Context: an optimization exercise on an open-source flow, tuned for small area, a short achievable clock period and few clock cycles. The choices shown serve that exercise and are no tape-out recipe.
Function was checked by simulation only, so behaviour that the tests miss may differ from the original.
Power figures rest on the tool's default switching activity, not on a simulated workload.

## yasp_rx
module yasp_rx (
    input             clk,
    input             rst,
    input             req_valid,
    output            req_ready,
    input      [63:0] req_word,
    output reg        resp_valid,
    output reg  [3:0] resp_status,
    output reg [15:0] resp_value,
    output            hinv_valid,
    output      [7:0] hinv_slot,
    output      [7:0] hinv_href,
    output     [15:0] hinv_id,
    output     [15:0] hinv_poff,
    output     [15:0] hinv_plen,
    output reg        ntc_valid,
    output reg  [2:0] ntc_code,
    input             rx_we,
    input       [3:0] rx_waddr,
    input      [31:0] rx_wdata
);
Size: roughly 3800 cells after synthesis, ~950 flip-flops, roughly 200 I/O pins.
export LEC_CHECK = 0
export CAP_MARGIN = 20
export CORE_MARGIN = 2
export CORE_UTILIZATION = 40
export CTS_CLUSTER_DIAMETER = 120
export CTS_CLUSTER_SIZE = 24
export SLEW_MARGIN = 20
create_clock -name core_clock -period 10.0 [get_ports {clk}]
standard.sh (not shown) runs the stock make flow with config.mk's settings and CLKGATE_MAP_FILE= SYNTH_SCRIPT=/design/flow/synth_recipe.tcl, a recipe that flattens the netlist after the stock synthesis.
==> flow/flow/run.sh <==
#!/bin/bash
set -euo pipefail
bash standard.sh SETUP_SLACK_MARGIN=6.6 finish > standard_flow.log 2>&1
The baseline completed with no timing, DRC or antenna violations.
Testbench counts at the start, summed over its fixed seeds: cycles 17,944.
Change:
--- a/flow/config.mk
+++ b/flow/config.mk
@@ -12 +12 @@
-export CTS_CLUSTER_SIZE = 24
+export CTS_CLUSTER_SIZE = 20
=>
- The changed run produced a clean layout
- power is higher by 0.53%
- wire length is higher by 0.48%
- hold slack loses 0.015 ns
- maximum frequency is higher by 1.6%
- worst setup slack gains 0.054 ns
- count of clock-buffer cells in the layout is higher by 15
- global-route usage barely changes
- register-to-register slack gains 0.05 ns
- die area stays the same
- non-clock buffer count is lower by 1
- clock power is higher by about 6%
Change:
--- a/flow/config.mk
+++ b/flow/config.mk
@@ -8 +8 @@
-export CAP_MARGIN = 20
+export CAP_MARGIN = 40
@@ -11,3 +11 @@
-export CTS_CLUSTER_DIAMETER = 120
-export CTS_CLUSTER_SIZE = 20
-export SLEW_MARGIN = 20
+export SLEW_MARGIN = 30
After rerunning:
- The new run completed with no timing, DRC or antenna violations
- hold slack loses 0.011 ns
- cell count increases by about 2.1%
- global-route usage increases by 0.31 points
- clock power increases by about 60%
- power increases by about 13%
- setup slack loses 0.039 ns
- via count increases by about 1.7%
- first-iteration DRC count decreases by about 3.3%
- flip-flop and latch count does not change
- routed wire length increases by about 0.8%
Change:
--- a/flow/config.mk
+++ b/flow/config.mk
@@ -8 +8 @@
-export CAP_MARGIN = 40
+export CAP_MARGIN = 20
@@ -10,2 +10,2 @@
-export CORE_UTILIZATION = 40
-export SLEW_MARGIN = 30
+export CORE_UTILIZATION = 50
+export SLEW_MARGIN = 20
Effect: The new run finished clean. Synthesized cell count does not change. Hold slack hardly moves. Total power barely changes. Maximum frequency rises by 1.1%. Global-route usage rises by 7.4 points. Die area fell by 20%. Routed wire length increases by 3.4%. Setup slack gains 0.037 ns. Utilization came out higher by 11 points. Final cell count shrinks by 6.5%. Area after synthesis does not change.
Change:
--- a/flow/config.mk
+++ b/flow/config.mk
@@ -10 +10 @@
-export CORE_UTILIZATION = 50
+export CORE_UTILIZATION = 40
Synthesized cell count does not change.
Sequential cell count stays the same.
Worst hold slack gets better by 0.011 ns.
Change:
==> flow/flow/run.sh (replaced) <==
#!/bin/bash
set -euo pipefail
bash standard.sh SETUP_SLACK_MARGIN=6.7 finish > standard_flow.log 2>&1
--- a/flow/config.mk
+++ b/flow/config.mk
@@ -10,0 +11,2 @@
+export CTS_CLUSTER_DIAMETER = 120
+export CTS_CLUSTER_SIZE = 20
What happened: The changed run completed without violations. Clock power decreases by about 37%. Via count increases by 2.5%. Final cell count barely changes. Combinational power increases by about 3%. Worst hold slack degrades by 0.0098 ns. Final area is about the same. Fmax increases by 1.2%.

---

## the previous run
Another version of the RTL of yasp_rx (not shown whole).
Size: about 930 flip-flops, ~200 I/O pins, about 54,000 sq um of cells after synthesis.
make LEC_CHECK=0 CAP_MARGIN=40 CORE_MARGIN=2 CORE_UTILIZATION=40 SLEW_MARGIN=30 finish   # period 10.0 ns
run.sh (not shown) runs the stock make flow with config.mk's settings and CLKGATE_MAP_FILE= SYNTH_SCRIPT=/design/flow/synth_recipe.tcl, a recipe that flattens the netlist after the stock synthesis.
Stock flow here: none of the scripts above is used.
Looking at the reports, the previous run completed the entire flow and the layout it produced met the timing, design-rule and antenna checks.
Testbench counts of the previous run, summed over its fixed seeds: cycles 17,944.
Here is what was changed in the inputs of the current run compared with the previous run.
==> flow/flow/run.sh (new file) <==
#!/bin/bash
set -euo pipefail
bash standard.sh SETUP_SLACK_MARGIN=6.5 finish > standard_flow.log 2>&1
==> flow/standard.sh (new file) <==
#!/bin/bash
# synth_recipe.tcl (not shown) runs the flow's synth.tcl, then flattens the netlist and writes it again
# the make line also repeats each setting of config.mk as NAME=value (left out here)
make -C /OpenROAD-flow-scripts/flow DESIGN_CONFIG=/design/flow/config.mk WORK_HOME=/design/flow/orfs CLKGATE_MAP_FILE= SYNTH_SCRIPT=/design/flow/synth_recipe.tcl "${@:-finish}"
removed: flow/run.sh
Notes after the runs:
Higher clock latency at the later pin of the worst-skew pair goes to the current run over the previous run. Going from the previous run to the current run, net count of the finished layout grows by 167. Max freq the previous run -> the current run: improved. Looking at the reports, the current run completed the entire flow and the layout it produced met the timing, design-rule and antenna checks.

---

## cedar
RTL: one of the versions met above, not the one the previous note started from.
Size in the first run: ~950 flip-flops, ~200 I/O pins.
Settings: LEC_CHECK=0, CAP_MARGIN=20, CORE_MARGIN=2, CORE_UTILIZATION=40, CTS_CLUSTER_DIAMETER=100, CTS_CLUSTER_SIZE=16, SLEW_MARGIN=20; clock period 10.0 ns.
standard.sh (not shown) runs the stock make flow with config.mk's settings and CLKGATE_MAP_FILE= SYNTH_SCRIPT=/design/flow/synth_recipe.tcl, a recipe that flattens the netlist after the stock synthesis.
==> flow/flow/run.sh <==
#!/bin/bash
set -euo pipefail
bash standard.sh SETUP_SLACK_MARGIN=6.6 finish > standard_flow.log 2>&1
cedar: all stages complete, timing, DRC and antenna checks passed
Testbench counts of cedar, summed over its fixed seeds: cycles 17,944.
## Diff of input files: pine against cedar
Settings: SLEW_MARGIN changed from 20 to 10; CTS_CLUSTER_DIAMETER removed (was 100); CTS_CLUSTER_SIZE removed (was 16); CAP_MARGIN changed from 20 to 10.
Notes after the runs:
Critical path depth, pine and cedar, lower one = cedar.
pine vs cedar: count of clock-buffer cells in the layout up in pine
pine has fraction of area in multi-input gates below what cedar had.
pine against cedar: period utilization dropped 0.48 points; worst hold slack barely changed.
pine reports a higher met2 usage than cedar does.
Between cedar and pine, the first-pass GRT wire length figures differ only marginally.
The more densely filled core belongs to pine, not cedar.
NOTE net switching component of the power cedar->pine increased by a few percent

[separate check: timing with driven ports]
The results above use ideal ports. As a check the final layouts listed here were re-extracted and re-timed, cells and wires unchanged. Step 1 sets driving cells, clkbuf_16 on the clock port and buf_2 on the other inputs (assumed; they add their load-dependent delay and slew). Step 2 times the ports against the registers' clock, not the clock port: input delays grow and output delays shrink by t, the midpoint of the rising clock arrivals with the driver on. Slacks: ideal ports / drivers / drivers and shift; pairs: ideal ports / drivers.
run | t, ns | slack for setup (ns) | worst hold slack (ns) | worst register clock-pin slew, ns | worst data-port slew with drivers (ns)
the first run of note 1 | 0.755 | 6.539 / 6.539 / 5.939 | 0.501 / 0.501 / 0.501 | 0.11 / 0.11 | 0.11
the second run of note 1 | 0.779 | 6.594 / 6.562 / 5.911 | 0.485 / 0.485 / 0.485 | 0.10 / 0.10 | 0.12
the third run of note 1 | 0.810 | 6.555 / 6.555 / 5.845 | 0.475 / 0.475 / 0.475 | 0.07 / 0.07 | 0.10
the fourth run of note 1 | 0.788 | 6.592 / 6.557 / 5.898 | 0.476 / 0.476 / 0.476 | 0.07 / 0.07 | 0.16
the fifth run of note 1 | 0.822 | 6.597 / 6.577 / 5.863 | 0.488 / 0.488 / 0.488 | 0.07 / 0.07 | 0.11
the sixth run of note 1 | 0.776 | 6.637 / 6.637 / 5.998 | 0.478 / 0.478 / 0.478 | 0.10 / 0.10 | 0.18
the previous run | 0.782 | 4.847 / 4.847 / 4.463 | 0.446 / 0.446 / 0.446 | 0.07 / 0.07 | 0.11
the current run | 0.803 | 6.303 / 6.284 / 5.481 | 0.451 / 0.451 / 0.451 | 0.07 / 0.07 | 0.14
cedar | 0.784 | 6.549 / 6.549 / 5.907 | 0.486 / 0.486 / 0.486 | 0.08 / 0.08 | 0.11
pine | 0.822 | 6.597 / 6.577 / 5.863 | 0.488 / 0.488 / 0.488 | 0.07 / 0.07 | 0.11
After both steps setup and hold are still met in every run listed. The setup slack of the current run, which loses most, moves by -0.019 ns with the drivers and by -0.822 ns with both steps.
